Background: an optimization exercise with open tools, aiming at small area. Do not read the settings as production practice. Function was checked by simulation only, so behaviour that the tests miss may differ from the original. Power and IR drop assume default switching activity.

--- config.mk ---
export PLATFORM = sky130hd
export DESIGN_NAME = upxl_encoder
export DESIGN_NICKNAME = upxl_encoder
export VERILOG_FILES = /design/flow/design.v
export SDC_FILE = /design/flow/constraint.sdc
export NUM_CORES = 4
export LEC_CHECK = 0
export CAP_MARGIN = 20
export CORE_MARGIN = 2
export CORE_UTILIZATION = 40
export PLACE_DENSITY = 0.6
export SLEW_MARGIN = 20
--- design.v ---
module upxl_cpm (
  input  wire [31:0] color,
  input  wire [7:0]  order,
  input  wire        nelem4,
  input  wire [1:0]  pos,
  input  wire [2:0]  bit_idx,
  output wire        bit_out
);
  wire m0 = (order[1:0] == pos);
  wire m1 = (order[3:2] == pos);
  wire m2 = (order[5:4] == pos);
  wire m3 = (order[7:6] == pos) && nelem4;
  wire [1:0] src = m3 ? 2'd3 : m2 ? 2'd0 : m1 ? 2'd1 : 2'd2;
  wire       hit = m0 | m1 | m2 | m3;
  assign bit_out = hit & color[{src, bit_idx}];
endmodule
module upxl_crc32 (
  input  wire [31:0] crc_in,
  input  wire        din,
  input  wire        step,
  input  wire        load,
  input  wire        lbit,
  output wire [31:0] crc_out
);
  localparam [31:0] POLY = 32'hEDB88320;
  wire fb = step & (crc_in[0] ^ din);
  assign crc_out[30:0] = crc_in[31:1] ^ (POLY[30:0] & {31{fb}});
  assign crc_out[31]   = load ? lbit : (crc_in[0] ^ (step & din));
endmodule
module upxl_encoder (
  input  wire        clk,
  input  wire        rst,
  input  wire        cmd_valid,
  output wire        cmd_ready,
  input  wire [1:0]  cmd_kind,
  input  wire [7:0]  cmd_chan,
  input  wire [7:0]  cmd_order,
  input  wire        cmd_nelem4,
  input  wire [7:0]  cmd_bright,
  input  wire [31:0] cmd_freq,
  input  wire [15:0] cmd_npix,
  input  wire        pix_valid,
  output wire        pix_ready,
  input  wire [31:0] pix_color,
  output wire        out_valid,
  input  wire        out_ready,
  output wire [31:0] out_data,
  output wire [2:0]  out_nbytes,
  output wire        out_last,
  output wire        done,
  output wire [2:0]  done_flags,
  output wire [11:0] done_len
);
  localparam [2:0] S_IDLE = 3'd0, S_PRE = 3'd1, S_W0 = 3'd2, S_HDR = 3'd3,
                   S_PIX = 3'd4, S_CRC = 3'd5, S_TAIL = 3'd6, S_DONE = 3'd7;
  localparam [31:0] W0  = 32'h4C585055;
  localparam [31:0] C0  = 32'h43DC2B24;
  reg [4:0]  ph;        
  reg [4:0]  sp;        
  reg [2:0]  state;
  reg [9:0]  wc;        
  reg [1:0]  p;         
  reg [9:0]  n;         
  reg [1:0]  kind;
  reg        nelem4;
  reg        ovf;
  reg [7:0]  order;
  reg [7:0]  bright_r;  
  reg [15:0] fhi_r;     
  reg [31:0] osr;       
  reg [31:0] crc;
  wire [2:0] b        = ph[2:0];
  wire [3:0] bi       = {wc[1:0], ph[4:3]};    
  wire       synced   = (ph == sp);
  wire       byte_end = (b == 3'd7);
  assign cmd_ready = (state == S_PRE) && wc[0] && (ph == 5'd31);
  wire acc = cmd_valid && cmd_ready;
  wire c_ovf = (cmd_kind == 2'd0 &&
                (cmd_nelem4 ? (cmd_npix > 16'd512) : (cmd_npix > 16'd682))) ||
               (cmd_kind == 2'd1 && cmd_npix > 16'd510);
  wire c_rej = (cmd_kind == 2'd3) || c_ovf || (cmd_kind == 2'd1 && !cmd_nelem4);
  wire n_hi0   = (n[9:1] == 9'd0);
  wire n_zero  = n_hi0 && !n[0];
  wire n_one   = n_hi0 && n[0];
  wire [7:0] n1 = {6'd0, n[9:8]};
  reg pbit_pre;
  always @(*) begin
    case (bi[2:0])
      3'd4: pbit_pre = cmd_chan[b];
      3'd5: pbit_pre = (b == 3'd0) ? !cmd_kind[1] : (b == 3'd1) ? cmd_kind[0] :
                       (b == 3'd2) ? cmd_kind[1] : 1'b0;
      3'd6: pbit_pre = (cmd_kind == 2'd0) ?
                       ((b == 3'd2) ? cmd_nelem4 : (b[2:1] == 2'd0) && !cmd_nelem4) :
                       cmd_freq[b];
      3'd7: pbit_pre = (cmd_kind == 2'd0) ? cmd_order[b] : cmd_freq[{2'b01, b}];
      default: pbit_pre = 1'b0;
    endcase
  end
  reg hbit;
  always @(*) begin
    case (bi)
      4'd8:  hbit = (kind == 2'd0) ? n[b]  : fhi_r[0];
      4'd9:  hbit = (kind == 2'd0) ? n1[b] : fhi_r[0];
      4'd10: hbit = order[b];
      4'd12: hbit = n[b];
      4'd13: hbit = n1[b];
      default: hbit = 1'b0;
    endcase
  end
  wire pbit;
  upxl_cpm u_cpm (
    .color   (pix_color),
    .order   (order),
    .nelem4  (nelem4),
    .pos     (p),
    .bit_idx (b),
    .bit_out (pbit)
  );
  wire pix_bit = (kind[0] && p == 2'd3) ? bright_r[0] : pbit;
  reg sbit;
  always @(*) begin
    case (state)
      S_PRE:   sbit = pbit_pre;
      S_HDR:   sbit = hbit;
      S_PIX:   sbit = pix_bit;
      S_CRC:   sbit = !crc[0];
      default: sbit = 1'b0;
    endcase
  end
  wire is_w0   = (state == S_W0);
  wire pending = state == S_HDR || state == S_PIX || state == S_CRC || state == S_TAIL;
  wire at_word = synced && (ph == 5'd0) && (pending || is_w0);
  wire pix_ok  = (state != S_PIX) || pix_valid;
  assign out_valid  = at_word && pix_ok;
  assign out_data   = is_w0 ? W0 : osr;
  assign out_last   = (state == S_TAIL);
  assign out_nbytes = (state == S_TAIL && p != 2'd0) ? {1'b0, p} : 3'd4;
  wire adv = synced && pix_ok && !is_w0 && !(at_word && !out_ready);
  wire last_pbyte = (p == {1'b1, nelem4});
  assign pix_ready = (state == S_PIX) && adv && byte_end && last_pbyte;
  assign done       = (state == S_DONE);
  assign done_flags = {kind == 2'd3, kind == 2'd1 && !nelem4, ovf};
  assign done_len   = {wc, p};
  wire crc_load = (state == S_PRE) && !wc[0];
  wire crc_step = adv && ((state == S_PRE && wc[0]) || state == S_HDR || state == S_PIX);
  wire [31:0] crc_next;
  upxl_crc32 u_crc (
    .crc_in  (crc),
    .din     (sbit),
    .step    (crc_step),
    .load    (crc_load),
    .lbit    (C0[ph]),
    .crc_out (crc_next)
  );
  wire hdr_last = (bi == (kind[0] ? 4'd13 : 4'd9));
  wire in_frame = state == S_PRE || state == S_HDR || state == S_PIX || state == S_CRC;
  always @(posedge clk) begin
    ph       <= ph + 5'd1;
    osr      <= {adv ? sbit : osr[0], osr[31:1]};
    crc      <= crc_next;
    bright_r <= acc ? cmd_bright      : {bright_r[0], bright_r[7:1]};
    fhi_r    <= acc ? cmd_freq[31:16] : {fhi_r[0], fhi_r[15:1]};
    if (adv)
      sp <= ph + 5'd1;
    if (acc) begin
      kind   <= cmd_kind;
      nelem4 <= cmd_nelem4;
      order  <= cmd_order;
      n      <= cmd_npix[9:0];
      ovf    <= c_ovf;
    end
    if (adv && byte_end && ph[4:3] == 2'd3 && in_frame)
      wc <= wc + 10'd1;
    case (state)
      S_IDLE:
        if (cmd_valid && ph == 5'd31) begin
          wc    <= 10'd0;
          p     <= 2'd0;
          state <= S_PRE;
        end
      S_PRE:
        if (acc)
          state <= c_rej ? S_DONE : S_W0;
      S_W0:
        if (at_word && out_ready)
          state <= S_HDR;
      S_HDR:
        if (adv && byte_end && hdr_last)
          state <= (kind[1] || n_zero) ? S_CRC : S_PIX;
      S_PIX:
        if (adv && byte_end) begin
          p <= p + 2'd1;
          if (last_pbyte) begin
            p <= 2'd0;
            n <= n - 10'd1;
            if (n_one)
              state <= S_CRC;
          end
        end
      S_CRC:
        if (adv && byte_end) begin
          p <= p + 2'd1;
          if (p == 2'd3) begin
            p     <= ph[4:3] + 2'd1;    
            state <= S_TAIL;
          end
        end
      S_TAIL:
        if (adv && at_word)
          state <= S_DONE;
      default:  
        state <= S_IDLE;
    endcase
    if (rst) begin
      ph    <= 5'd0;
      sp    <= 5'd0;
      state <= S_IDLE;
    end
  end
endmodule
--- run.sh ---
#!/bin/bash
# synth_recipe.tcl (not shown) runs the flow's synth.tcl, then flattens the netlist and writes it again
# the make line also repeats each setting of config.mk as NAME=value (left out here)
make -C /OpenROAD-flow-scripts/flow DESIGN_CONFIG=/design/flow/config.mk WORK_HOME=/design/flow/orfs CLKGATE_MAP_FILE= SYNTH_SCRIPT=/design/flow/synth_recipe.tcl finish
--- constraint.sdc ---
create_clock -name core_clock -period 5.0 [get_ports {clk}]
set_input_delay 1.0000 -clock core_clock [delete_from_list [all_inputs] [get_ports {clk}]]
set_output_delay 1.0000 -clock core_clock [all_outputs]
set_load 0.01 [all_outputs]
==> results of run 1 <==
[layout by cell type, fill, tap and decap left out, types with 4 or more instances in the layout]
cell type | netlist | layout
nor4_1 | 9 | 9
and3_1 | 5 | 5
inv_6 | 0 | 4
bufinv_16 | 0 | 4
nand2b_1 | 7 | 7
xnor2_1 | 18 | 18
clkbuf_16 | 0 | 17
nand2_1 | 108 | 108
or3_1 | 7 | 7
mux4_2 | 19 | 19
dfxtp_1 | 121 | 120
a211oi_1 | 7 | 7
nand3_1 | 24 | 24
xor2_1 | 12 | 12
ha_1 | 15 | 15
o21ai_0 | 11 | 11
o221a_2 | 7 | 7
nand4_1 | 9 | 9
xnor2_2 | 9 | 9
edfxtp_1 | 14 | 14
nor2b_1 | 27 | 27
buf_4 | 4 | 7
a21oi_1 | 23 | 23
or2_2 | 13 | 13
inv_1 | 18 | 18
mux2i_1 | 10 | 10
clkdlybuf4s50_1 | 0 | 166
nor3_1 | 6 | 6
nor2_1 | 48 | 48
[worst max-delay path: stages, from the launching register on]
cell             delay [ns]
dfxtp_2                0.64
inv_1                  0.13
ha_1                   0.27
or4b_1                 0.20
nor4_1                 0.07
nor4_4                 0.31
nand2_1                0.22
nor3b_2                0.35
clkdlybuf4s50_1        0.60
[final cells by class]
class / instances / area [um^2] / area share
clock inverters: 12 / 186 / 0.0217
repair buffers: 173 / 1710 / 0.200
well taps: 188 / 235 / 0.0274
clock buffers: 20 / 447 / 0.0521
inverters: 19 / 71.3 / 0.00832
flip-flops and latches: 135 / 2840 / 0.332
multi-input cells: 443 / 3080 / 0.359
[per-layer routing]
metal | part of all wire | routed length (um)
met5 | 0 | 0
met4 | 0.019 | 295
met3 | 0.068 | 1050
met2 | 0.47 | 7370
met1 | 0.44 | 6830
[kinds of logic (layout without fill, tap and decap cells)]
logic type | count (synthesis) | after routing
DFF | 135 | 135
xor gates and xnor gates | 39 | 39
adders and majority gates | 15 | 15
and+or+nand+nor | 279 | 279
AOI/OAI and AO/OA | 77 | 77
muxes | 33 | 33
buffers and inverters | 52 | 224
[metrics by stage]
stage	utilization	instance area, um^2	setup WS, ns	hold WS (ns)	total power [mW]
final	0.566	8580	0.770	0.323	3.36
after global routing	0.566	8580	0.523	0.335	3.52
after CTS	0.566	8580	0.734	0.327	3.40
after detailed placement	0.524	7940	0.826	0.312	2.06
after global placement	0.524	7940	0.861	0.311	2.05
after floorplan	-	6160	1.25	0.310	1.66
[worst paths after layout]
| kind | to | startpoint | slack (ns) | cells after the start |
|---|---|---|---|---|
| worst min register to register | crc[12]$_DFF_P_ | crc[13]$_DFF_P_ | 0.32 | 0 |
| worst max register to register | crc[19]$_DFF_P_ | ph[0]$_SDFF_PP0_ | 1.46 | 9 |
| worst min-delay path | crc[12]$_DFF_P_ | crc[13]$_DFF_P_ | 0.32 | 0 |
| worst max-delay path | pix_ready | ph[0]$_SDFF_PP0_ | 0.77 | 8 |
[registers in the layout (all words and copies together) (netlist names)]
name      count
kind          2
fhi_r        16
bright_r      8
wc           10
crc          32
osr          32
ph            5
sp            5
order         8
p             2
ovf           1
nelem4        1
n            10
state         3
[report_power, final]
group | total (mW) | internal (mW) | switching (mW)
Clock | 1.34 | 0.857 | 0.482
Combinational | 0.719 | 0.436 | 0.283
Sequential | 1.30 | 1.23 | 0.0722
Total | 3.36 | 2.53 | 0.837
==> impl_metrics.yaml, run 1 <==
clock_tree:
  root_buffer: "clkbuf_16"
  htree_levels: 4
  post-cts-setup-buffers: 0
  insertion_delay_ns: 0.42
  post_cts_resized: 0
  cts.clk_slew.worst_paths_ns: 0.06
  cts_buffers: 17
  cts.sinks: 135
  cts_hold_buf: 0
  ctsLongestPathBuffers: 2
  cts_tree: "built"
routing:
  vias: 5096
  drt-total-wl_um: 15600
  avgRoutedWirePerCell_um: 15.7
  antenna_left: 0
  drc: 0
  dr.pass1.iters: 5
  drt_iter0_markers: 233
  drt-vias-per-instance: 5.15
setup_path:
  cp.required_ns: 4.00
  crit_path_max_fanout: 16
  cp-start-kind: "flop"
  cp_data_arrival_time_ns: 3.23
  cp-end-kind: "output port"
  critical_path_class: "reg2out"
global_route:
  grt_overflow: 0
  first_global_vias: 5113
  gr-usage-all-layers: 0.200
  grt_util_met1: 0.246
  globalRouteMet2Util: 0.323
  grt_antenna_before_repair: 0
  busiest_layer: "met2"
  grt_max_degree: 41
  use_met3: 0.0680
  grt_pass1_wl_um: 25100
job:
  max_cap_viol_count: 0
synthesis:
  avgSynthCellArea_um2: 9.78
  synth-simple-area-share: 0.223
  yosysTopAreaCell: "dfxtp_1"
  synth_edf_count: 14
  synth_compound_area_frac: 0.0861
  ys.flop_type: "dfxtp_1"
  ys_top_cells_by_count: "dfxtp_1, nand2_1, nor2_1"
  synth_top_family_by_area: "simple AND/OR/NAND/NOR gates"
  synthMuxAreaShare: 0.0930
  postSynthCellCount: 630
  syn-cell-area_um2: 6160
  ys_ff_latch: 135
  synthXorXnorAreaFrac: 0.0664
  synth_area_leaders: "dfxtp_1, mux4_2, edfxtp_1, nand2_1, ha_1"
  synth.most_common_cell: "dfxtp_1"
  async_flop_share: 0
  ys_seq_area_frac: 0.462
  synth_top_area_frac: 0.393
  ys_types: 60
  syn_nets: 757
  ys.warnings.count: 1
  synth_adder_area_share: 0.0305
outcome:
  status: "no timing/DRC/antenna violations"
timing:
  rsz0062_at_grt: "false"
  final.min_clock_period_ns: 4.23
  hold_viol: 0
  tns_ns: 0
  slew-limit-headroom: 0.405
  slew_violations: 0
  tightestPinTransition_ns: 0.892
  finalSetupViolCount: 0
  fin_skew_ns: 0.00973
  post-route-period-util: 0.846
  fmax_ghz: 0.236
final_layout:
  drive_gt1_frac: 0.117
  fill_cells: 1335
  area_growth_pct: 39.2
  nets: 916
  layoutNonFillerInstCount: 990
  antenna_cells: 0
power:
  peakVddDrop_uv: 239
  leakage_nw: 3.44
  p_per_area_nw_per_um2: 392
place:
  dp_cells: 958
  io_buffers: 166
  gp_congestion: 0.856
  dp_hpwl_um: 11700
floorplan:
  rows: 45
  fp.coreArea_um2: 15100
  dieArea_um2: 16400
  dieWidth_um: 128
  fp.dieH_um: 128
  ios: 167
  start_util: 0.407
min_path:
  worstHoldPathType: "reg2reg"
==> run 2, diff against run 1 <==
--- a/design.v
+++ b/design.v
@@ -23,7 +23,7 @@
   output wire [31:0] crc_out
 );
   localparam [31:0] POLY = 32'hEDB88320;
-  wire fb = step & (crc_in[0] ^ din);
+  wire fb = step & crc_in[0];
   assign crc_out[30:0] = crc_in[31:1] ^ (POLY[30:0] & {31{fb}});
   assign crc_out[31]   = load ? lbit : (crc_in[0] ^ (step & din));
 endmodule
@@ -51,7 +51,7 @@
   output wire [2:0]  done_flags,
   output wire [11:0] done_len
 );
-  localparam [2:0] S_IDLE = 3'd0, S_PRE = 3'd1, S_W0 = 3'd2, S_HDR = 3'd3,
+  localparam [2:0] S_IDLE = 3'd0, S_PRE = 3'd1, S_FLUSH = 3'd2, S_HDR = 3'd3,
                    S_PIX = 3'd4, S_CRC = 3'd5, S_TAIL = 3'd6, S_DONE = 3'd7;
   localparam [31:0] W0  = 32'h4C585055;
   localparam [31:0] C0  = 32'h43DC2B24;
@@ -73,7 +73,7 @@
   wire [3:0] bi       = {wc[1:0], ph[4:3]};    
   wire       synced   = (ph == sp);
   wire       byte_end = (b == 3'd7);
-  assign cmd_ready = (state == S_PRE) && wc[0] && (ph == 5'd31);
+  assign cmd_ready = (state == S_PRE) && (ph == 5'd31);
   wire acc = cmd_valid && cmd_ready;
   wire c_ovf = (cmd_kind == 2'd0 &&
                 (cmd_nelem4 ? (cmd_npix > 16'd512) : (cmd_npix > 16'd682))) ||
@@ -85,15 +85,14 @@
   wire [7:0] n1 = {6'd0, n[9:8]};
   reg pbit_pre;
   always @(*) begin
-    case (bi[2:0])
-      3'd4: pbit_pre = cmd_chan[b];
-      3'd5: pbit_pre = (b == 3'd0) ? !cmd_kind[1] : (b == 3'd1) ? cmd_kind[0] :
+    case (ph[4:3])
+      2'd0: pbit_pre = cmd_chan[b];
+      2'd1: pbit_pre = (b == 3'd0) ? !cmd_kind[1] : (b == 3'd1) ? cmd_kind[0] :
                        (b == 3'd2) ? cmd_kind[1] : 1'b0;
-      3'd6: pbit_pre = (cmd_kind == 2'd0) ?
+      2'd2: pbit_pre = (cmd_kind == 2'd0) ?
                        ((b == 3'd2) ? cmd_nelem4 : (b[2:1] == 2'd0) && !cmd_nelem4) :
                        cmd_freq[b];
-      3'd7: pbit_pre = (cmd_kind == 2'd0) ? cmd_order[b] : cmd_freq[{2'b01, b}];
-      default: pbit_pre = 1'b0;
+      default: pbit_pre = (cmd_kind == 2'd0) ? cmd_order[b] : cmd_freq[{2'b01, b}];
     endcase
   end
   reg hbit;
@@ -120,36 +119,36 @@
   reg sbit;
   always @(*) begin
     case (state)
-      S_PRE:   sbit = pbit_pre;
-      S_HDR:   sbit = hbit;
+      S_PRE:   sbit = W0[ph];
+      S_HDR:   sbit = wc[1] ? hbit : (crc[0] ^ C0[ph]);
       S_PIX:   sbit = pix_bit;
       S_CRC:   sbit = !crc[0];
       default: sbit = 1'b0;
     endcase
   end
-  wire is_w0   = (state == S_W0);
   wire pending = state == S_HDR || state == S_PIX || state == S_CRC || state == S_TAIL;
-  wire at_word = synced && (ph == 5'd0) && (pending || is_w0);
+  wire at_word = synced && (ph == 5'd0) && pending;
   wire pix_ok  = (state != S_PIX) || pix_valid;
   assign out_valid  = at_word && pix_ok;
-  assign out_data   = is_w0 ? W0 : osr;
+  assign out_data   = osr;
   assign out_last   = (state == S_TAIL);
   assign out_nbytes = (state == S_TAIL && p != 2'd0) ? {1'b0, p} : 3'd4;
-  wire adv = synced && pix_ok && !is_w0 && !(at_word && !out_ready);
+  wire adv = synced && pix_ok && (state != S_FLUSH) && !(at_word && !out_ready);
   wire last_pbyte = (p == {1'b1, nelem4});
   assign pix_ready = (state == S_PIX) && adv && byte_end && last_pbyte;
   assign done       = (state == S_DONE);
   assign done_flags = {kind == 2'd3, kind == 2'd1 && !nelem4, ovf};
   assign done_len   = {wc, p};
-  wire crc_load = (state == S_PRE) && !wc[0];
-  wire crc_step = adv && ((state == S_PRE && wc[0]) || state == S_HDR || state == S_PIX);
+  wire crc_load = (state == S_PRE);
+  wire crc_step = (adv && ((state == S_HDR && wc[1]) || state == S_PIX)) ||
+                  (state == S_FLUSH && (!synced || p == 2'd0));
   wire [31:0] crc_next;
   upxl_crc32 u_crc (
     .crc_in  (crc),
     .din     (sbit),
     .step    (crc_step),
     .load    (crc_load),
-    .lbit    (C0[ph]),
+    .lbit    (C0[ph] ^ pbit_pre),
     .crc_out (crc_next)
   );
   wire hdr_last = (bi == (kind[0] ? 4'd13 : 4'd9));
@@ -180,13 +179,10 @@
         end
       S_PRE:
         if (acc)
-          state <= c_rej ? S_DONE : S_W0;
-      S_W0:
-        if (at_word && out_ready)
-          state <= S_HDR;
+          state <= c_rej ? S_DONE : S_HDR;
       S_HDR:
         if (adv && byte_end && hdr_last)
-          state <= (kind[1] || n_zero) ? S_CRC : S_PIX;
+          state <= (kind[1] || n_zero) ? S_FLUSH : S_PIX;
       S_PIX:
         if (adv && byte_end) begin
           p <= p + 2'd1;
@@ -194,7 +190,15 @@
             p <= 2'd0;
             n <= n - 10'd1;
             if (n_one)
-              state <= S_CRC;
+              state <= S_FLUSH;
+          end
+        end
+      S_FLUSH:
+        if (synced) begin
+          p <= 2'd1;
+          if (p == 2'd1) begin
+            p     <= 2'd0;
+            state <= S_CRC;
           end
         end
       S_CRC:
==> flow/run.sh (new file) <==
#!/bin/bash
set -euo pipefail
here=$(pwd)
rm -rf "$here/scripts_area"
cp -r "$FLOW_HOME/scripts" "$here/scripts_area"
cp "$here/flow/abc_area.script" "$here/scripts_area/abc_speed.script"
SCRIPTS_DIR="$here/scripts_area" bash standard.sh synth > "$here/synth_run.log" 2>&1
export BUFFER_PORTS_ARGS="-buffer_cell sky130_fd_sc_hd__buf_1"
bash standard.sh > "$here/layout_run.log" 2>&1
==> flow/abc_area.script (new file) <==
strash
&get -n
&deepsyn -T 40
&dch -f
&nf -R 1000
&put
==> standard.sh (new file) <==
#!/bin/bash
# synth_recipe.tcl (not shown) runs the flow's synth.tcl, then flattens the netlist and writes it again
# the make line also repeats each setting of config.mk as NAME=value (left out here)
make -C /OpenROAD-flow-scripts/flow DESIGN_CONFIG=/design/flow/config.mk WORK_HOME=/design/flow/orfs CLKGATE_MAP_FILE= SYNTH_SCRIPT=/design/flow/synth_recipe.tcl "${@:-finish}"
--- a/config.mk
+++ b/config.mk
@@ -8,5 +8,6 @@
 export CAP_MARGIN = 20
 export CORE_MARGIN = 2
 export CORE_UTILIZATION = 40
+export CTS_BUF_LIST = sky130_fd_sc_hd__clkbuf_4 sky130_fd_sc_hd__clkbuf_8
 export PLACE_DENSITY = 0.6
 export SLEW_MARGIN = 20
removed: run.sh
==> impl_metrics.yaml, run 2 <==
outcome:
  status: "no timing/DRC/antenna violations"
timing:
  fmax_ghz: 0.239
  finalSetupViolCount: 0
  slew_violations: 0
  tightestPinTransition_ns: 0.916
  final.min_clock_period_ns: 4.19
  slew-limit-headroom: 0.387
  post-route-period-util: 0.837
  rsz0062_at_grt: "false"
  hold_viol: 0
  tns_ns: 0
  fin_skew_ns: 0.0118
place:
  dp_hpwl_um: 11200
  io_buffers: 166
  gp_congestion: 0.882
power:
  power_mw: 2.51
  leakage_nw: 2.56
  p_per_area_nw_per_um2: 375
  peakVddDrop_uv: 196
floorplan:
  rows: 42
  start_util: 0.410
  ios: 167
  fp.dieH_um: 121
  fp.coreArea_um2: 13200
  dieArea_um2: 14500
  dieWidth_um: 121
synthesis:
  ys_types: 43
  yosysTopAreaCell: "dfxtp_1"
  synth_compound_area_frac: 0.143
  synth_area_leaders: "dfxtp_1, nor2_1, edfxtp_1, xnor2_1, ha_1"
  synth_top_area_frac: 0.446
  synth-simple-area-share: 0.206
  synth_top_family_by_area: "simple AND/OR/NAND/NOR gates"
  synth_adder_area_share: 0.0414
  synthXorXnorAreaFrac: 0.0596
  synthMuxAreaShare: 0.0111
  ys.warnings.count: 1
  avgSynthCellArea_um2: 9.34
  syn-cell-area_um2: 5430
  syn_nets: 712
  ys_seq_area_frac: 0.523
  ys.flop_type: "dfxtp_1"
  synth.most_common_cell: "dfxtp_1"
  async_flop_share: 0
  ys_ff_latch: 135
  synth_edf_count: 14
  postSynthCellCount: 582
  ys_top_cells_by_count: "dfxtp_1, nor2_1, nand2_1"
global_route:
  grt_max_degree: 41
  grt_overflow: 0
  gr-usage-all-layers: 0.211
  grt_antenna_before_repair: 0
  grt_pass1_wl_um: 23600
  first_global_vias: 4777
clock_tree:
  cts.clk_slew.worst_paths_ns: 0.07
  ctsLongestPathBuffers: 2
  cts_hold_buf: 0
  post_cts_resized: 0
  cts.sinks: 135
  insertion_delay_ns: 0.43
  htree_levels: 4
  post-cts-setup-buffers: 0
  root_buffer: "clkbuf_8"
  cts_buffers: 17
  cts_tree: "built"
routing:
  vias: 5022
  antenna_left: 0
  drt-vias-per-instance: 5.24
  avgRoutedWirePerCell_um: 15.8
  drt-total-wl_um: 15100
  drc: 0
  dr.pass1.iters: 5
  drt_iter0_markers: 365
setup_path:
  crit_path_max_fanout: 10
  setup.worst_path.start: "ph[1]$_SDFF_PP0_"
  worst_path_largest_cell_delay_ns: 0.51
  cp-start-kind: "flop"
  cp-end-kind: "output port"
  cp_data_arrival_time_ns: 3.19
  critical_path_class: "reg2out"
  cpMaxStageDelayCell: "dfxtp_1"
  worstPathCellList: "clkinv_1, a221oi_1, nand3_1, o21bai_1, nor3b_1, buf_4, and2_0, nand3_1, clkinv_1, buf_1"
  r2r_start: "ph[1]$_SDFF_PP0_"
  cp.required_ns: 4.00
final_layout:
  layout_commonest_cell: "buf_1"
  final_cell_mix: "buf_1, dfxtp_1, nor2_1, nand2_1, a21oi_1"
  top_regs: "crc: 32 flops, osr: 32 flops, fhi_r: 16 flops"
  antenna_cells: 0
  drive_gt1_frac: 0.0473
  area_growth_pct: 23.0
  nets: 899
  fill_cells: 1336
min_path:
  hold_start: "crc[13]$_DFF_P_"
  worstHoldPathType: "reg2reg"
job:
  max_cap_viol_count: 0
[run 2: changes by cell type after synthesis, moves of 11 or more]
cell,before,now
clkbuf_1,19,0
clkinv_1,1,17
inv_1,18,0
mux4_2,19,0
nand2_1,108,45
nor2_1,48,116
nor2b_1,27,4
nor3_1,6,21
o22ai_1,0,11
or2_2,13,0
[run 2: final cells by class]
class | count | area, um^2 | share of cell area
clock buffer | 23 | 292 | 0.0436
clock inverter | 9 | 100 | 0.0150
inverter | 17 | 63.8 | 0.00955
multi-input combinational | 427 | 2500 | 0.375
sequential | 135 | 2840 | 0.425
tap | 176 | 220 | 0.0329
timing repair buffer | 171 | 661 | 0.0988
[run 2: cells by family (layout without fill, tap and decap cells)]
logic type / after synthesis / in the layout
adders and majority gates: 18 / 18
AOI/OAI and AO/OA: 117 / 117
buffers and inverters: 20 / 220
and+or+nand+nor: 249 / 249
muxes: 6 / 6
xor gates and xnor gates: 37 / 37
DFF: 135 / 135
[run 2: worst paths after layout]
check / slack, ns / end / depth (start not counted)
worst min register to register: 0.33 / crc[12]$_DFF_P_ / 0
worst max register to register: 1.24 / wc[9]$_DFF_P_ / 14
worst min-delay path: 0.33 / crc[12]$_DFF_P_ / 0
worst max-delay path: 0.81 / pix_ready / 10
[run 2: layer usage]
layer / routed length (um) / vias up / track usage
met5: 0 / - / 0
met4: 366 / 0 / 0.0923
met3: 967 / 29 / 0.0575
met2: 7210 / 207 / 0.338
met1: 6570 / 2320 / 0.265
li1: - / 2466 / -
[run 2: metrics by stage]
| step | setup WS (ns) | utilization | instances | hold slack, ns | instance area [um^2] |
|---|---|---|---|---|---|
| global placement | 1.37 | 0.475 | 926 | 0.313 | 6290 |
| floorplan | 1.42 | - | 582 | 0.310 | 5430 |
| finish | 0.813 | 0.505 | 958 | 0.325 | 6680 |
| global route | 0.420 | 0.505 | 958 | 0.332 | 6680 |
| detailed placement | 1.28 | 0.475 | 926 | 0.312 | 6290 |
| CTS | 0.779 | 0.505 | 958 | 0.328 | 6680 |
[run 2: worst max-delay path, delay by kind of cell, from the launching register on]
kind	cells	cell delay, ns
and+or+nand+nor	4	0.86
AOI/OAI and AO/OA	2	0.53
buffers and inverters	4	0.84
DFF	1	0.51
[run 2: power by group]
group / total, mW / internal (mW) / switching, mW
clock: 0.881 / 0.488 / 0.393
combinational: 0.344 / 0.124 / 0.221
sequential: 1.28 / 1.21 / 0.0664
total: 2.51 / 1.83 / 0.680
==> run 3, diff against run 2 <==
==> flow/run.sh (replaced) <==
#!/bin/bash
# Own layout flow: the standard layout (standard.sh) with these changes:
#  2. the port buffers are the smallest buffer (buf_1);
#  3. clock tree: small leaf buffers and no dummy loads (CTS_ARGS).
# Each tool's output goes to a log file in this folder.
set -euo pipefail
here=$(pwd)
rm -rf "$here/scripts_area"
cp -r "$FLOW_HOME/scripts" "$here/scripts_area"
cp "$here/flow/abc_area.script" "$here/scripts_area/abc_speed.script"
SCRIPTS_DIR="$here/scripts_area" bash standard.sh synth > "$here/synth_run.log" 2>&1
export BUFFER_PORTS_ARGS="-buffer_cell sky130_fd_sc_hd__buf_1"
export CTS_ARGS="-sink_clustering_enable -repair_clock_nets -dont_use_dummy_load -root_buf sky130_fd_sc_hd__clkbuf_8 -buf_list sky130_fd_sc_hd__clkbuf_4"
bash standard.sh > "$here/layout_run.log" 2>&1
--- a/config.mk
+++ b/config.mk
@@ -8,6 +8,5 @@
 export CAP_MARGIN = 20
 export CORE_MARGIN = 2
 export CORE_UTILIZATION = 40
-export CTS_BUF_LIST = sky130_fd_sc_hd__clkbuf_4 sky130_fd_sc_hd__clkbuf_8
 export PLACE_DENSITY = 0.6
 export SLEW_MARGIN = 20
==> impl_metrics.yaml, run 3 <==
outcome:
  status: "no timing/DRC/antenna violations"
routing:
  drt_iter0_markers: 368
  vias: 4997
  avgRoutedWirePerCell_um: 15.9
  drt-vias-per-instance: 5.30
  drc: 0
  dr.pass1.iters: 5
  antenna_left: 0
  drt-total-wl_um: 15000
timing:
  hold_viol: 0
  tns_ns: 0
  slew_violations: 0
  finalSetupViolCount: 0
  post-route-period-util: 0.835
  slew-limit-headroom: 0.390
  fin_skew_ns: 0.0300
  fmax_ghz: 0.240
  tightestPinTransition_ns: 0.912
  final.min_clock_period_ns: 4.17
  rsz0062_at_grt: "false"
final_layout:
  layoutNonFillerInstCount: 943
  finalInstanceArea_um2: 6430
  final_cell_mix: "buf_1, dfxtp_1, nor2_1, nand2_1, a21oi_1"
  antenna_cells: 0
  layout_commonest_cell: "buf_1"
  area_growth_pct: 18.3
  drive_gt1_frac: 0.0287
  top_regs: "crc: 32 flops, osr: 32 flops, fhi_r: 16 flops"
  nets: 899
power:
  p_per_area_nw_per_um2: 327
  peakVddDrop_uv: 182
  leakage_nw: 2.43
clock_tree:
  cts.clk_slew.worst_paths_ns: 0.09
  cts_tree: "built"
  cts_buffers: 17
  htree_levels: 4
  cts.sinks: 135
  post_cts_resized: 0
  post-cts-setup-buffers: 0
  cts_hold_buf: 0
  root_buffer: "clkbuf_8"
  insertion_delay_ns: 0.41
  ctsLongestPathBuffers: 2
synthesis:
  ys_top_cells_by_count: "dfxtp_1, nor2_1, nand2_1"
  syn_nets: 712
  avgSynthCellArea_um2: 9.34
  synth_top_area_frac: 0.446
  yosysTopAreaCell: "dfxtp_1"
  synth_top_family_by_area: "simple AND/OR/NAND/NOR gates"
  synthXorXnorAreaFrac: 0.0596
  synth_compound_area_frac: 0.143
  ys_ff_latch: 135
  ys_seq_area_frac: 0.523
  synth.most_common_cell: "dfxtp_1"
  synth_adder_area_share: 0.0414
  ys.warnings.count: 1
  synth_area_leaders: "dfxtp_1, nor2_1, edfxtp_1, xnor2_1, ha_1"
  async_flop_share: 0
  postSynthCellCount: 582
  ys.flop_type: "dfxtp_1"
  synthMuxAreaShare: 0.0111
  ys_types: 43
  synth_edf_count: 14
  syn-cell-area_um2: 5430
  synth-simple-area-share: 0.206
global_route:
  gr-usage-all-layers: 0.206
  busiest_layer: "met2"
  grt_util_met1: 0.263
  grt_pass1_wl_um: 23300
  grt_max_degree: 41
  use_met3: 0.0533
  grt_antenna_before_repair: 0
  globalRouteMet2Util: 0.334
  first_global_vias: 4750
  grt_overflow: 0
floorplan:
  ios: 167
  fp.dieH_um: 121
  fp.coreArea_um2: 13200
  start_util: 0.410
  rows: 42
  dieArea_um2: 14500
  dieWidth_um: 121
setup_path:
  r2r_setup_slack_ns: 1.23
  r2r_start: "ph[1]$_SDFF_PP0_"
  setup.worst_path.end: "pix_ready"
  cpMaxStageDelayCell: "dfxtp_1"
  cp_num_cells: 10
  critical_path_class: "reg2out"
  r2r-end: "wc[9]$_DFF_P_"
  cp-end-kind: "output port"
  cp-start-kind: "flop"
  cp.required_ns: 4.00
  worst_path_largest_cell_delay_ns: 0.52
  cpLargestDelayFamily: "simple AND/OR/NAND/NOR gates"
  cp_data_arrival_time_ns: 3.17
  setup.worst_path.start: "ph[1]$_SDFF_PP0_"
  cp_num_buf_inv: 4
  crit_path_max_fanout: 10
  worstPathCellList: "clkinv_1, a221oi_1, nand3_1, o21bai_1, nor3b_1, buf_4, and2_0, nand3_1, clkinv_1, buf_1"
  reg2regPathDepth: 14
min_path:
  worstHoldPathType: "reg2reg"
place:
  io_buffers: 166
  dp_cells: 926
  gp_congestion: 0.882
  dp_hpwl_um: 11200
  place_area_um2: 6290
job:
  max_cap_viol_count: 0
## run 3: worst min-delay path by stage
stage | depth (start not counted) | from | slack, ns | to
2_1_floorplan | 0 | crc[1]$_DFF_P_ | 0.31 | crc[0]$_DFF_P_
3_3_place_gp | 0 | crc[17]$_DFF_P_ | 0.31 | crc[16]$_DFF_P_
3_5_place_dp | 0 | crc[3]$_DFF_P_ | 0.31 | crc[2]$_DFF_P_
4_1_cts | 0 | crc[13]$_DFF_P_ | 0.31 | crc[12]$_DFF_P_
5_1_grt | 0 | osr[13]$_DFF_P_ | 0.33 | osr[12]$_DFF_P_
6_report | 0 | crc[13]$_DFF_P_ | 0.31 | crc[12]$_DFF_P_
## run 3: power breakdown
part | switching (mW) | leakage, nW | internal [mW]
clock network | 0.315 | 0.0808 | 0.167
registers | 0.0660 | 1.12 | 1.21
logic | 0.219 | 1.23 | 0.124
total | 0.600 | 2.43 | 1.50
## run 3: stage by stage
step           total power, mW  hold WS (ns)   util  worst slack, ns
2_1_floorplan             1.46         0.310      -             1.42
3_3_place_gp              1.64         0.313  0.475             1.37
3_5_place_dp              1.65         0.312  0.475             1.28
4_1_cts                   2.13         0.312  0.485            0.831
5_1_grt                   2.22         0.329  0.485            0.474
6_report                  2.10         0.312  0.485            0.827
## run 3: routing by layer
layer / share of wire / wire (um)
met1: 0.43 / 6510
met2: 0.47 / 7060
met3: 0.070 / 1050
met4: 0.025 / 380
met5: 0 / 0
## run 3: final cells by class
cell class                      count  area (um^2)
Inverter                           17         63.8
Clock buffer                       17          134
Sequential cell                   135         2840
Tap cell                          176          220
Timing Repair Buffer              171          661
Multi-Input combinational cell    427         2500
Fill cell                        1362         6820
## run 3: cells by family (layout without fill, tap and decap cells)
family          count (synthesis)  after routing
compound gates                117            117
mux                             6              6
flops                         135            135
buf+inv                        20            205
xor+xnor                       37             37
simple gates                  249            249
fa+ha+maj                      18             18
==> run 4, diff against run 3 <==
--- a/design.v
+++ b/design.v
@@ -51,12 +51,12 @@
   output wire [2:0]  done_flags,
   output wire [11:0] done_len
 );
-  localparam [2:0] S_IDLE = 3'd0, S_PRE = 3'd1, S_FLUSH = 3'd2, S_HDR = 3'd3,
-                   S_PIX = 3'd4, S_CRC = 3'd5, S_TAIL = 3'd6, S_DONE = 3'd7;
+  localparam [2:0] S_IDLE = 3'd0, S_PRE = 3'd1, S_FLUSH = 3'd2, S_DONE = 3'd3,
+                   S_HDR = 3'd4, S_PIX = 3'd5, S_CRC = 3'd6, S_TAIL = 3'd7;
   localparam [31:0] W0  = 32'h4C585055;
   localparam [31:0] C0  = 32'h43DC2B24;
   reg [4:0]  ph;        
-  reg [4:0]  sp;        
+  reg [4:0]  lag;       
   reg [2:0]  state;
   reg [9:0]  wc;        
   reg [1:0]  p;         
@@ -71,13 +71,18 @@
   reg [31:0] crc;
   wire [2:0] b        = ph[2:0];
   wire [3:0] bi       = {wc[1:0], ph[4:3]};    
-  wire       synced   = (ph == sp);
+  wire       synced   = (lag == 5'd0);
   wire       byte_end = (b == 3'd7);
   assign cmd_ready = (state == S_PRE) && (ph == 5'd31);
   wire acc = cmd_valid && cmd_ready;
-  wire c_ovf = (cmd_kind == 2'd0 &&
-                (cmd_nelem4 ? (cmd_npix > 16'd512) : (cmd_npix > 16'd682))) ||
-               (cmd_kind == 2'd1 && cmd_npix > 16'd510);
+  wire [15:0] q = cmd_npix;
+  wire q_hi  = |q[15:10];
+  wire gt512 = q_hi || (q[9] && |q[8:0]);
+  wire gt510 = q_hi || q[9] || &q[8:0];
+  wire gt682 = q_hi || (q[9] && (q[8] || (q[7] && (q[6] || (q[5] && (q[4] ||
+               (q[3] && (q[2] || (q[1] && q[0])))))))));
+  wire c_ovf = (cmd_kind == 2'd0) ? (cmd_nelem4 ? gt512 : gt682) :
+               (cmd_kind == 2'd1) && gt510;
   wire c_rej = (cmd_kind == 2'd3) || c_ovf || (cmd_kind == 2'd1 && !cmd_nelem4);
   wire n_hi0   = (n[9:1] == 9'd0);
   wire n_zero  = n_hi0 && !n[0];
@@ -126,7 +131,7 @@
       default: sbit = 1'b0;
     endcase
   end
-  wire pending = state == S_HDR || state == S_PIX || state == S_CRC || state == S_TAIL;
+  wire pending = state[2];
   wire at_word = synced && (ph == 5'd0) && pending;
   wire pix_ok  = (state != S_PIX) || pix_valid;
   assign out_valid  = at_word && pix_ok;
@@ -159,8 +164,7 @@
     crc      <= crc_next;
     bright_r <= acc ? cmd_bright      : {bright_r[0], bright_r[7:1]};
     fhi_r    <= acc ? cmd_freq[31:16] : {fhi_r[0], fhi_r[15:1]};
-    if (adv)
-      sp <= ph + 5'd1;
+    lag      <= adv ? 5'd0 : lag + 5'd1;
     if (acc) begin
       kind   <= cmd_kind;
       nelem4 <= cmd_nelem4;
@@ -217,7 +221,7 @@
     endcase
     if (rst) begin
       ph    <= 5'd0;
-      sp    <= 5'd0;
+      lag   <= 5'd0;
       state <= S_IDLE;
     end
   end
--- a/flow/run.sh
+++ b/flow/run.sh
@@ -10,5 +10,5 @@
 cp "$here/flow/abc_area.script" "$here/scripts_area/abc_speed.script"
 SCRIPTS_DIR="$here/scripts_area" bash standard.sh synth > "$here/synth_run.log" 2>&1
 export BUFFER_PORTS_ARGS="-buffer_cell sky130_fd_sc_hd__buf_1"
-export CTS_ARGS="-sink_clustering_enable -repair_clock_nets -dont_use_dummy_load -root_buf sky130_fd_sc_hd__clkbuf_8 -buf_list sky130_fd_sc_hd__clkbuf_4"
+export CTS_ARGS="-sink_clustering_enable -repair_clock_nets -dont_use_dummy_load -root_buf sky130_fd_sc_hd__clkbuf_8 -buf_list sky130_fd_sc_hd__clkbuf_8 -sink_clustering_size 30"
 bash standard.sh > "$here/layout_run.log" 2>&1
==> impl_metrics.yaml, run 4 <==
outcome:
  status: "no timing/DRC/antenna violations"
synthesis:
  avgSynthCellArea_um2: 9.30
  synth.most_common_cell: "dfxtp_1"
  async_flop_share: 0
  syn-cell-area_um2: 5380
  yosysTopAreaCell: "dfxtp_1"
  ys.warnings.count: 1
  synth_area_leaders: "dfxtp_1, nor2_1, edfxtp_1, ha_1, a21oi_1"
  synth_top_area_frac: 0.451
  postSynthCellCount: 578
  ys_top_cells_by_count: "dfxtp_1, nor2_1, a21oi_1"
  syn_nets: 710
  ys_ff_latch: 135
  ys.flop_type: "dfxtp_1"
  ys_types: 42
  synth_edf_count: 14
  ys_seq_area_frac: 0.529
global_route:
  grt_max_degree: 33
  first_global_vias: 4745
  grt_pass1_wl_um: 22600
  grt_antenna_before_repair: 0
  grt_overflow: 0
  gr-usage-all-layers: 0.198
power:
  power_frac_comb: 0.182
  peakVddDrop_uv: 188
  netSwitchingPower_mw: 0.721
  p_sw_frac: 0.290
  p_per_area_nw_per_um2: 384
  power_frac_seq: 0.563
  power.internal_mw: 1.77
  clkPwrFrac: 0.255
  leakage_nw: 2.40
timing:
  slew-limit-headroom: 0.291
  finalSetupViolCount: 0
  rsz0062_at_grt: "false"
  post-route-period-util: 0.848
  tns_ns: 0
  whs_ns: 0.310
  slew_violations: 0
  hold_viol: 0
  final.min_clock_period_ns: 4.24
  fin_skew_ns: 0.0258
  tightestPinTransition_ns: 1.06
  fmax_ghz: 0.236
final_layout:
  multi_input_area_um2: 2430
  top_regs: "crc: 32 flops, osr: 32 flops, fhi_r: 16 flops"
  fill_cells: 1330
  drive_gt1_frac: 0.0314
  area_growth_pct: 20.6
  final_cell_mix: "buf_1, dfxtp_1, nor2_1, a21oi_1, nand2_1"
  final-seq-area_um2: 2840
  nets: 899
  layout_commonest_cell: "buf_1"
  layoutNonFillerInstCount: 941
  antenna_cells: 0
clock_tree:
  cts.clk_slew.worst_paths_ns: 0.07
  cts_hold_buf: 0
  ctsLongestPathBuffers: 2
  htree_levels: 4
  insertion_delay_ns: 0.43
  cts_tree: "built"
  post-cts-setup-buffers: 0
  root_buffer: "clkbuf_8"
  post_cts_resized: 0
  cts.sinks: 135
  cts_buffers: 17
routing:
  dr.pass1.iters: 6
  antenna_left: 0
  drt_iter0_markers: 290
  avgRoutedWirePerCell_um: 15.0
  drt-total-wl_um: 14100
  drt-vias-per-instance: 5.21
  vias: 4900
  drc: 0
setup_path:
  cp_num_buf_inv: 3
  crit_path_max_fanout: 9
  cp.required_ns: 4.00
  worstPathCellList: "clkinv_1, ha_1, nand4_1, nor2_1, nor4_1, nand2_1, nor3_1, buf_4, buf_1"
  worst_path_largest_cell_delay_ns: 0.56
  critical_path_class: "reg2out"
  cpMaxStageDelayCell: "nor4_1"
  cp-start-kind: "flop"
  r2r_setup_slack_ns: 1.11
  cpLargestDelayFamily: "simple AND/OR/NAND/NOR gates"
  cp_data_arrival_time_ns: 3.24
  cp-end-kind: "output port"
min_path:
  worstHoldPathType: "reg2reg"
place:
  gp_congestion: 0.967
  io_buffers: 166
  dp_hpwl_um: 10400
  dp_cells: 923
floorplan:
  dieArea_um2: 14400
  fp.dieH_um: 120
  dieWidth_um: 120
  fp.coreArea_um2: 13200
  start_util: 0.408
  ios: 167
  rows: 42
job:
  max_cap_viol_count: 0
## run 4: worst reg2reg max path, stage by stage (launching register included)
cell      delay, ns
dfxtp_1        0.50
clkinv_1       0.29
ha_1           0.34
nand4_1        0.16
nor2_1         0.05
nor4_1         0.56
nand2_1        0.31
nor3_1         0.24
buf_4          0.19
nand2_1        0.07
or2_0          0.24
nor4_1         0.45
a211oi_1       0.15
a311oi_1       0.25
## run 4: kinds of logic (layout without fill, tap and decap cells)
logic type                 Yosys count  count (layout)  share of synthesized area
and+or+nand+nor                    238             238                      0.196
AOI/OAI and AO/OA                  125             125                      0.149
DFF                                135             135                      0.529
buffers and inverters               23             210                     0.0182
adders and majority gates           20              20                     0.0466
muxes                                5               5                    0.00931
xor gates and xnor gates            32              32                     0.0521
## run 4: per-layer routing
layer | wire length [um] | global-route usage
met1 | 5970 | 0.236
met2 | 6880 | 0.330
met3 | 890 | 0.0556
met4 | 320 | 0.0912
met5 | 0 | 0
## run 4: worst paths after layout
| check | start | endpoint | cells after the start |
|---|---|---|---|
| max | ph[0]$_SDFF_PP0_ | pix_ready | 9 |
| min | crc[2]$_DFF_P_ | crc[1]$_DFF_P_ | 0 |
| max reg2reg | ph[0]$_SDFF_PP0_ | n[9]$_DFF_P_ | 13 |
| min reg2reg | crc[2]$_DFF_P_ | crc[1]$_DFF_P_ | 0 |
## run 4: final cells by class
cell class                      count  area share
Inverter                           20      0.0116
Tap cell                          176      0.0340
Multi-Input combinational cell    420       0.376
Sequential cell                   135       0.439
Clock buffer                       17      0.0361
Timing Repair Buffer              173       0.104
## run 4: power by group through the flow
stage	combinational, mW	clock (mW)	sequential [mW]
after floorplan	0.235	0	1.44
after global placement	0.445	0	1.42
after detailed placement	0.450	0	1.43
after CTS	0.454	0.662	1.41
after global routing	0.503	0.701	1.43
final	0.453	0.635	1.40
## run 4: stage by stage
stage                     cell area, um^2   util  setup slack [ns]  total power [mW]
final                                6480  0.491             0.761              2.49
after global routing                 6480  0.491             0.459              2.63
after CTS                            6470  0.491             0.777              2.52
after detailed placement             6240  0.473              1.17              1.88
after global placement               6240  0.473              1.36              1.86
after floorplan                      5380      -              1.42              1.68
==> run 5, diff against run 4 <==
--- a/flow/run.sh
+++ b/flow/run.sh
@@ -10,5 +10,5 @@
 cp "$here/flow/abc_area.script" "$here/scripts_area/abc_speed.script"
 SCRIPTS_DIR="$here/scripts_area" bash standard.sh synth > "$here/synth_run.log" 2>&1
 export BUFFER_PORTS_ARGS="-buffer_cell sky130_fd_sc_hd__buf_1"
-export CTS_ARGS="-sink_clustering_enable -repair_clock_nets -dont_use_dummy_load -root_buf sky130_fd_sc_hd__clkbuf_8 -buf_list sky130_fd_sc_hd__clkbuf_8 -sink_clustering_size 30"
+export CTS_ARGS="-repair_clock_nets -dont_use_dummy_load -root_buf sky130_fd_sc_hd__clkbuf_8 -buf_list sky130_fd_sc_hd__clkbuf_4"
 bash standard.sh > "$here/layout_run.log" 2>&1
==> impl_metrics.yaml, run 5 <==
clock_tree:
  post-cts-setup-buffers: 0
  cts.sinks: 135
  post_cts_resized: 0
  cts_buffers: 17
  cts.clk_slew.worst_paths_ns: 0.10
  root_buffer: "clkbuf_8"
  cts_tree: "built"
  cts_hold_buf: 0
  htree_levels: 4
  ctsLongestPathBuffers: 2
  insertion_delay_ns: 0.41
routing:
  vias: 4918
  drt-vias-per-instance: 5.23
  avgRoutedWirePerCell_um: 14.9
  dr.pass1.iters: 7
  antenna_left: 0
  drt_iter0_markers: 363
  drc: 0
  drt-total-wl_um: 14000
final_layout:
  top_regs: "crc: 32 flops, osr: 32 flops, fhi_r: 16 flops"
  finalInstanceArea_um2: 6380
  final_cell_mix: "buf_1, dfxtp_1, nor2_1, a21oi_1, nand2_1"
  fill_cells: 1344
  area_growth_pct: 18.7
  nets: 899
  layout_commonest_cell: "buf_1"
  drive_gt1_frac: 0.0314
  antenna_cells: 0
global_route:
  first_global_vias: 4732
  grt_max_degree: 33
  grt_pass1_wl_um: 22500
  grt_overflow: 0
  grt_antenna_before_repair: 0
  gr-usage-all-layers: 0.196
min_path:
  worstHoldPathType: "reg2reg"
  min_path_cells: 0
  min_to: "crc[1]$_DFF_P_"
  hold_start: "crc[2]$_DFF_P_"
synthesis:
  yosysTopAreaCell: "dfxtp_1"
  synthXorXnorAreaFrac: 0.0521
  ys.warnings.count: 1
  ys_seq_area_frac: 0.529
  ys_top_cells_by_count: "dfxtp_1, nor2_1, a21oi_1"
  postSynthCellCount: 578
  synth.most_common_cell: "dfxtp_1"
  ys_ff_latch: 135
  synth_edf_count: 14
  avgSynthCellArea_um2: 9.30
  ys_types: 42
  synth_top_family_by_area: "simple AND/OR/NAND/NOR gates"
  ys.flop_type: "dfxtp_1"
  synth-simple-area-share: 0.196
  synthMuxAreaShare: 0.00931
  synth_compound_area_frac: 0.149
  syn_nets: 710
  async_flop_share: 0
  synth_top_area_frac: 0.451
  syn-cell-area_um2: 5380
  synth_area_leaders: "dfxtp_1, nor2_1, edfxtp_1, ha_1, a21oi_1"
  synth_adder_area_share: 0.0466
place:
  gp_congestion: 0.967
  place_area_um2: 6240
  dp_hpwl_um: 10400
  io_buffers: 166
floorplan:
  dieArea_um2: 14400
  fp.coreArea_um2: 13200
  fp.dieH_um: 120
  ios: 167
  start_util: 0.408
  dieWidth_um: 120
  rows: 42
power:
  p_per_area_nw_per_um2: 365
  peakVddDrop_uv: 176
  leakage_nw: 2.36
setup_path:
  cpMaxStageDelayCell: "nor4_1"
  r2r_setup_slack_ns: 1.11
  r2r-end: "n[9]$_DFF_P_"
  cp_num_buf_inv: 3
  critical_path_class: "reg2out"
  worst_path_largest_cell_delay_ns: 0.56
  crit_path_max_fanout: 9
  reg2regPathDepth: 13
  cp_num_cells: 9
  cp.required_ns: 4.00
  cpLargestDelayFamily: "simple AND/OR/NAND/NOR gates"
  r2r_start: "ph[0]$_SDFF_PP0_"
  cp_data_arrival_time_ns: 3.21
  cp-end-kind: "output port"
  worstPathCellList: "clkinv_1, ha_1, nand4_1, nor2_1, nor4_1, nand2_1, nor3_1, buf_4, buf_1"
  cp-start-kind: "flop"
timing:
  whs_ns: 0.311
  fin_skew_ns: 0.0448
  tns_ns: 0
  post-route-period-util: 0.843
  final.min_clock_period_ns: 4.21
  finalSetupViolCount: 0
  hold_viol: 0
  slew_violations: 0
  rsz0062_at_grt: "false"
  tightestPinTransition_ns: 1.08
  fmax_ghz: 0.237
  slew-limit-headroom: 0.280
outcome:
  status: "no timing/DRC/antenna violations"
job:
  max_cap_viol_count: 0
## run 5: cell counts after synthesis
No cell type changed its count.
## run 5: routing by layer
layer / GRT usage / share of wire
met1: 0.236 / 0.42
met4: 0.0853 / 0.021
met2: 0.329 / 0.49
met3: 0.0528 / 0.064
met5: 0 / 0
## run 5: how the worst max path moves through the flow
stage                          start      endpoint
floorplan                  pix_valid  n[9]$_DFF_P_
global placement           pix_valid  n[9]$_DFF_P_
detailed placement         pix_valid  n[9]$_DFF_P_
CTS                 ph[0]$_SDFF_PP0_     pix_ready
global route        ph[0]$_SDFF_PP0_     pix_ready
finish              ph[0]$_SDFF_PP0_     pix_ready
## run 5: cell families after synthesis
| logic type | after synthesis |
|---|---|
| compound gates | 125 |
| xor+xnor | 32 |
| fa+ha+maj | 20 |
| buf+inv | 23 |
| flops | 135 |
| mux | 5 |
| simple gates | 238 |
## run 5: power by group
group	switching, mW	internal, mW
Combinational	0.275	0.178
Clock	0.310	0.167
Sequential	0.110	1.29
## run 5: stage by stage
| step | cells | setup WS [ns] | total power [mW] | utilization |
|---|---|---|---|---|
| 2_1_floorplan | 578 | 1.42 | 1.68 | - |
| 3_3_place_gp | 923 | 1.36 | 1.86 | 0.473 |
| 3_5_place_dp | 923 | 1.17 | 1.88 | 0.473 |
| 4_1_cts | 940 | 0.817 | 2.36 | 0.483 |
| 5_1_grt | 941 | 0.485 | 2.47 | 0.484 |
| 6_report | 941 | 0.786 | 2.33 | 0.484 |
## run 5: cell type report
type                            count  area (um^2)  area share
Timing Repair Buffer              173          676       0.106
Inverter                           20         75.1      0.0118
Multi-Input combinational cell    420         2430       0.381
Clock buffer                       17          134      0.0210
Sequential cell                   135         2840       0.445
Tap cell                          176          220      0.0345
==> run 6, diff against run 5 <==
--- a/flow/run.sh
+++ b/flow/run.sh
@@ -10,5 +10,5 @@
 cp "$here/flow/abc_area.script" "$here/scripts_area/abc_speed.script"
 SCRIPTS_DIR="$here/scripts_area" bash standard.sh synth > "$here/synth_run.log" 2>&1
 export BUFFER_PORTS_ARGS="-buffer_cell sky130_fd_sc_hd__buf_1"
-export CTS_ARGS="-repair_clock_nets -dont_use_dummy_load -root_buf sky130_fd_sc_hd__clkbuf_8 -buf_list sky130_fd_sc_hd__clkbuf_4"
+export CTS_ARGS="-sink_clustering_enable -repair_clock_nets -dont_use_dummy_load -root_buf sky130_fd_sc_hd__clkbuf_8 -buf_list sky130_fd_sc_hd__clkbuf_4 -sink_clustering_size 40 -sink_clustering_max_diameter 150 -sink_clustering_levels 1"
 bash standard.sh > "$here/layout_run.log" 2>&1
==> impl_metrics.yaml, run 6 <==
power:
  power_frac_comb: 0.194
  leakage_nw: 2.36
  power_frac_seq: 0.601
  netSwitchingPower_mw: 0.695
  p_per_area_nw_per_um2: 365
  p_sw_frac: 0.298
  peakVddDrop_uv: 176
  power.internal_mw: 1.64
  clkPwrFrac: 0.205
routing:
  drt-vias-per-instance: 5.23
  antenna_left: 0
  drt_iter0_markers: 363
  avgRoutedWirePerCell_um: 14.9
  drt-total-wl_um: 14000
  vias: 4918
  drc: 0
  dr.pass1.iters: 7
setup_path:
  cp_data_arrival_time_ns: 3.21
  r2r-end: "n[9]$_DFF_P_"
  r2r_start: "ph[0]$_SDFF_PP0_"
  reg2regPathDepth: 13
  cp-end-kind: "output port"
  cp-start-kind: "flop"
  r2r_setup_slack_ns: 1.11
  critical_path_class: "reg2out"
  crit_path_max_fanout: 9
  cp.required_ns: 4.00
timing:
  post-route-period-util: 0.843
  tightestPinTransition_ns: 1.08
  slew_violations: 0
  fmax_ghz: 0.237
  final.min_clock_period_ns: 4.21
  slew-limit-headroom: 0.280
  finalSetupViolCount: 0
  fin_ws_ns: 0.786
  rsz0062_at_grt: "false"
  hold_viol: 0
  fin_skew_ns: 0.0448
  whs_ns: 0.311
  tns_ns: 0
global_route:
  grt_pass1_wl_um: 22500
  grt_max_degree: 33
  grt_antenna_before_repair: 0
  gr-usage-all-layers: 0.196
  first_global_vias: 4732
  grt_overflow: 0
final_layout:
  nets: 899
  antenna_cells: 0
  final_cell_mix: "buf_1, dfxtp_1, nor2_1, a21oi_1, nand2_1"
  area_growth_pct: 18.7
  top_regs: "crc: 32 flops, osr: 32 flops, fhi_r: 16 flops"
  layout_commonest_cell: "buf_1"
  drive_gt1_frac: 0.0314
  final_core_util: 0.484
min_path:
  hold_start: "crc[2]$_DFF_P_"
  worstHoldPathType: "reg2reg"
  min_path_cells: 0
  min_to: "crc[1]$_DFF_P_"
synthesis:
  synth_edf_count: 14
  ys_top_cells_by_count: "dfxtp_1, nor2_1, a21oi_1"
  ys_types: 42
  async_flop_share: 0
  ys_seq_area_frac: 0.529
  avgSynthCellArea_um2: 9.30
  ys.flop_type: "dfxtp_1"
  ys_ff_latch: 135
  syn-cell-area_um2: 5380
  syn_nets: 710
  synth_top_area_frac: 0.451
  ys.warnings.count: 1
  postSynthCellCount: 578
  yosysTopAreaCell: "dfxtp_1"
  synth_area_leaders: "dfxtp_1, nor2_1, edfxtp_1, ha_1, a21oi_1"
  synth.most_common_cell: "dfxtp_1"
floorplan:
  rows: 42
  start_util: 0.408
  dieWidth_um: 120
  ios: 167
  dieArea_um2: 14400
  fp.dieH_um: 120
  fp.coreArea_um2: 13200
job:
  max_cap_viol_count: 0
outcome:
  status: "no timing/DRC/antenna violations"
clock_tree:
  cts_hold_buf: 0
  cts_tree: "built"
  htree_levels: 4
  post-cts-setup-buffers: 0
  cts.clk_slew.worst_paths_ns: 0.10
  ctsLongestPathBuffers: 2
  cts.sinks: 135
  cts_buffers: 17
  root_buffer: "clkbuf_8"
  post_cts_resized: 0
  insertion_delay_ns: 0.41
place:
  io_buffers: 166
  gp_congestion: 0.967
  dp_hpwl_um: 10400
  dp_slack_ns: 1.17
[run 6: how the worst max path moves through the flow]
stage                         endpoint  cells after the start              from
after global placement    n[9]$_DFF_P_                     11         pix_valid
after CTS                    pix_ready                      9  ph[0]$_SDFF_PP0_
after detailed placement  n[9]$_DFF_P_                     11         pix_valid
after global routing         pix_ready                      9  ph[0]$_SDFF_PP0_
final                        pix_ready                      9  ph[0]$_SDFF_PP0_
after floorplan           n[9]$_DFF_P_                      9         pix_valid
[run 6: kinds of logic after synthesis]
kind of cell	count (synthesis)	share of synthesized area
and+or+nand+nor	238	0.196
DFF	135	0.529
AOI/OAI and AO/OA	125	0.149
xor gates and xnor gates	32	0.0521
buffers and inverters	23	0.0182
adders and majority gates	20	0.0466
muxes	5	0.00931
[run 6: power groups by stage]
stage / Clock [mW] / Sequential, mW / Combinational (mW)
final: 0.477 / 1.40 / 0.453
after global routing: 0.546 / 1.43 / 0.503
after CTS: 0.506 / 1.40 / 0.453
after detailed placement: 0 / 1.43 / 0.450
after global placement: 0 / 1.42 / 0.445
after floorplan: 0 / 1.44 / 0.235
[run 6: critical path, stage by stage (launching register included)]
cell      delay (ns)
dfxtp_1         0.51
clkinv_1        0.29
ha_1            0.34
nand4_1         0.15
nor2_1          0.05
nor4_1          0.56
nand2_1         0.32
nor3_1          0.24
buf_4           0.19
buf_1           0.17
[run 6: layout make-up]
class,instances,area (um^2)
sequential,135,2840
tap,176,220
timing repair buffer,173,676
clock buffer,17,134
inverter,20,75.1
fill,1344,6810
multi-input combinational,420,2430
[run 6: per-stage QoR]
stage               instances  power (mW)  instance area, um^2
CTS                       940        2.36                 6370
detailed placement        923        1.88                 6240
global route              941        2.47                 6380
finish                    941        2.33                 6380
floorplan                 578        1.68                 5380
global placement          923        1.86                 6240
[run 6: routing by layer]
metal  share of wire  track usage  vias up
met5               0            0        -
met4           0.021       0.0853        0
met3           0.064       0.0528       27
met2            0.49        0.329      181
met1            0.42        0.236     2269
li1                -            -     2441
==> run 7, diff against run 6 <==
--- a/flow/run.sh
+++ b/flow/run.sh
@@ -10,5 +10,5 @@
 cp "$here/flow/abc_area.script" "$here/scripts_area/abc_speed.script"
 SCRIPTS_DIR="$here/scripts_area" bash standard.sh synth > "$here/synth_run.log" 2>&1
 export BUFFER_PORTS_ARGS="-buffer_cell sky130_fd_sc_hd__buf_1"
-export CTS_ARGS="-sink_clustering_enable -repair_clock_nets -dont_use_dummy_load -root_buf sky130_fd_sc_hd__clkbuf_8 -buf_list sky130_fd_sc_hd__clkbuf_4 -sink_clustering_size 40 -sink_clustering_max_diameter 150 -sink_clustering_levels 1"
+export CTS_ARGS="-sink_clustering_enable -repair_clock_nets -dont_use_dummy_load -root_buf sky130_fd_sc_hd__clkbuf_8 -buf_list sky130_fd_sc_hd__clkbuf_4 -sink_clustering_size 40 -sink_clustering_max_diameter 150"
 bash standard.sh > "$here/layout_run.log" 2>&1
==> impl_metrics.yaml, run 7 <==
outcome:
  status: "no timing/DRC/antenna violations"
synthesis:
  ys_ff_latch: 135
  yosysTopAreaCell: "dfxtp_1"
  ys_seq_area_frac: 0.529
  async_flop_share: 0
  synth_edf_count: 14
  synth_area_leaders: "dfxtp_1, nor2_1, edfxtp_1, ha_1, a21oi_1"
  synth.most_common_cell: "dfxtp_1"
  ys_types: 42
  synth_top_area_frac: 0.451
  syn_nets: 710
  postSynthCellCount: 578
  ys.flop_type: "dfxtp_1"
  ys_top_cells_by_count: "dfxtp_1, nor2_1, a21oi_1"
  avgSynthCellArea_um2: 9.30
  ys.warnings.count: 1
  syn-cell-area_um2: 5380
power:
  p_per_area_nw_per_um2: 365
  leakage_nw: 2.36
  peakVddDrop_uv: 176
  power_frac_comb: 0.194
  p_sw_frac: 0.298
  power.internal_mw: 1.64
  power_mw: 2.33
  netSwitchingPower_mw: 0.695
  power_frac_seq: 0.601
  clkPwrFrac: 0.205
min_path:
  hold_start: "crc[2]$_DFF_P_"
  min_to: "crc[1]$_DFF_P_"
  worstHoldPathType: "reg2reg"
  min_path_cells: 0
routing:
  drt-vias-per-instance: 5.23
  drt_iter0_markers: 363
  drc: 0
  antenna_left: 0
  drt-total-wl_um: 14000
  avgRoutedWirePerCell_um: 14.9
  dr.pass1.iters: 7
  vias: 4918
floorplan:
  ios: 167
  rows: 42
  dieWidth_um: 120
  fp.coreArea_um2: 13200
  fp.dieH_um: 120
  dieArea_um2: 14400
  start_util: 0.408
setup_path:
  worstPathCellList: "clkinv_1, ha_1, nand4_1, nor2_1, nor4_1, nand2_1, nor3_1, buf_4, buf_1"
  cp-end-kind: "output port"
  cp.required_ns: 4.00
  cpMaxStageDelayCell: "nor4_1"
  crit_path_max_fanout: 9
  worst_path_largest_cell_delay_ns: 0.56
  cp_num_buf_inv: 3
  r2r-end: "n[9]$_DFF_P_"
  cpLargestDelayFamily: "simple AND/OR/NAND/NOR gates"
  cp_data_arrival_time_ns: 3.21
  reg2regPathDepth: 13
  cp-start-kind: "flop"
  r2r_start: "ph[0]$_SDFF_PP0_"
  critical_path_class: "reg2out"
  r2r_setup_slack_ns: 1.11
final_layout:
  top_regs: "crc: 32 flops, osr: 32 flops, fhi_r: 16 flops"
  drive_gt1_frac: 0.0314
  layout_commonest_cell: "buf_1"
  multi_input_area_um2: 2430
  area_growth_pct: 18.7
  final_cell_mix: "buf_1, dfxtp_1, nor2_1, a21oi_1, nand2_1"
  antenna_cells: 0
  final-seq-area_um2: 2840
  nets: 899
  fill_cells: 1344
clock_tree:
  insertion_delay_ns: 0.41
  htree_levels: 4
  cts_hold_buf: 0
  cts_buffers: 17
  cts.sinks: 135
  cts.clk_slew.worst_paths_ns: 0.10
  root_buffer: "clkbuf_8"
  post_cts_resized: 0
  post-cts-setup-buffers: 0
  ctsLongestPathBuffers: 2
  cts_tree: "built"
global_route:
  grt_pass1_wl_um: 22500
  grt_overflow: 0
  gr-usage-all-layers: 0.196
  grt_max_degree: 33
  first_global_vias: 4732
  grt_antenna_before_repair: 0
timing:
  rsz0062_at_grt: "false"
  post-route-period-util: 0.843
  tightestPinTransition_ns: 1.08
  fmax_ghz: 0.237
  slew_violations: 0
  tns_ns: 0
  final.min_clock_period_ns: 4.21
  slew-limit-headroom: 0.280
  fin_skew_ns: 0.0448
  finalSetupViolCount: 0
  hold_viol: 0
place:
  io_buffers: 166
  dp_hpwl_um: 10400
  gp_congestion: 0.967
job:
  max_cap_viol_count: 0
[run 7: cell counts in the layout (fill, tap and decap cells not counted)]
No cell type changed its count.
[run 7: cell type report]
cell class | instances | area share
Multi-Input combinational cell | 420 | 0.381
Sequential cell | 135 | 0.445
Inverter | 20 | 0.0118
Timing Repair Buffer | 173 | 0.106
Tap cell | 176 | 0.0345
Clock buffer | 17 | 0.0210
[run 7: kinds of logic after synthesis]
group | share of synthesized area
simple gates | 0.196
flops | 0.529
compound gates | 0.149
xor+xnor | 0.0521
buf+inv | 0.0182
fa+ha+maj | 0.0466
mux | 0.00931
[run 7: through the flow]
stage           util  std cells  setup WS [ns]  instance area (um^2)  hold slack [ns]
3_5_place_dp   0.473        923           1.17                  6240            0.312
4_1_cts        0.483        940          0.817                  6370            0.303
2_1_floorplan      -        578           1.42                  5380            0.310
5_1_grt        0.484        941          0.485                  6380            0.315
6_report       0.484        941          0.786                  6380            0.311
3_3_place_gp   0.473        923           1.36                  6240            0.314
[run 7: per-layer routing]
layer | track usage | vias to the layer above | wire length, um
met5 | 0 | - | 0
met4 | 0.0853 | 0 | 288
li1 | - | 2441 | -
met3 | 0.0528 | 27 | 904
met1 | 0.236 | 2269 | 5940
met2 | 0.329 | 181 | 6890
[run 7: worst reg2reg max path: stages (launching register included)]
cell,delay (ns)
dfxtp_1,0.51
clkinv_1,0.29
ha_1,0.34
nand4_1,0.15
nor2_1,0.05
nor4_1,0.56
nand2_1,0.32
nor3_1,0.24
buf_4,0.19
nand2_1,0.08
or2_0,0.24
nor4_1,0.45
a211oi_1,0.15
a311oi_1,0.25
[run 7: power groups by stage]
stage / clock (mW) / sequential (mW) / combinational, mW
after floorplan: 0 / 1.44 / 0.235
after global placement: 0 / 1.42 / 0.445
after detailed placement: 0 / 1.43 / 0.450
after CTS: 0.506 / 1.40 / 0.453
after global routing: 0.546 / 1.43 / 0.503
final: 0.477 / 1.40 / 0.453
[run 7: how the worst max path moves through the flow]
| stage | from | to | depth (start not counted) |
|---|---|---|---|
| finish | ph[0]$_SDFF_PP0_ | pix_ready | 9 |
| global route | ph[0]$_SDFF_PP0_ | pix_ready | 9 |
| CTS | ph[0]$_SDFF_PP0_ | pix_ready | 9 |
| detailed placement | pix_valid | n[9]$_DFF_P_ | 11 |
| global placement | pix_valid | n[9]$_DFF_P_ | 11 |
| floorplan | pix_valid | n[9]$_DFF_P_ | 9 |

==> what the ideal ports hide <==
How much do the figures lean on ideal ports? The routed layouts below were timed once more, with nothing changed but the port constraints.
Step 1: set_driving_cell puts a clkbuf_16 on clk and a buf_2 on each other input, an assumption about the parent block.
Step 2, shift: input delay + t, output delay - t, t = (earliest + latest rising clock arrival at the registers) / 2. This alone moves slack from input paths to output paths.
a / b / c = ideal / step 1 / step 2; a / b = the first two.
run	shift t [ns]	setup WS [ns]	worst hold slack (ns)	worst register clock-pin slew, ns	worst slew at a driven data input, ns
run 1	0.459	0.770 / 0.730 / 0.754	0.323 / 0.323 / 0.323	0.06 / 0.06	0.07
run 2	0.462	0.813 / 0.779 / 1.241	0.325 / 0.325 / 0.325	0.08 / 0.08	0.06
run 3	0.431	0.827 / 0.793 / 1.225	0.312 / 0.312 / 0.312	0.11 / 0.11	0.06
run 4	0.455	0.761 / 0.727 / 1.114	0.310 / 0.310 / 0.310	0.08 / 0.08	0.04
run 5	0.420	0.786 / 0.753 / 1.110	0.311 / 0.311 / 0.311	0.12 / 0.12	0.04
run 6	0.420	0.786 / 0.753 / 1.110	0.311 / 0.311 / 0.311	0.12 / 0.12	0.04
run 7	0.420	0.786 / 0.753 / 1.110	0.311 / 0.311 / 0.311	0.12 / 0.12	0.04
After both steps setup and hold are still met in every run listed. The setup slack of run 1, which loses most, moves by -0.040 ns with the drivers and by -0.016 ns with both steps.
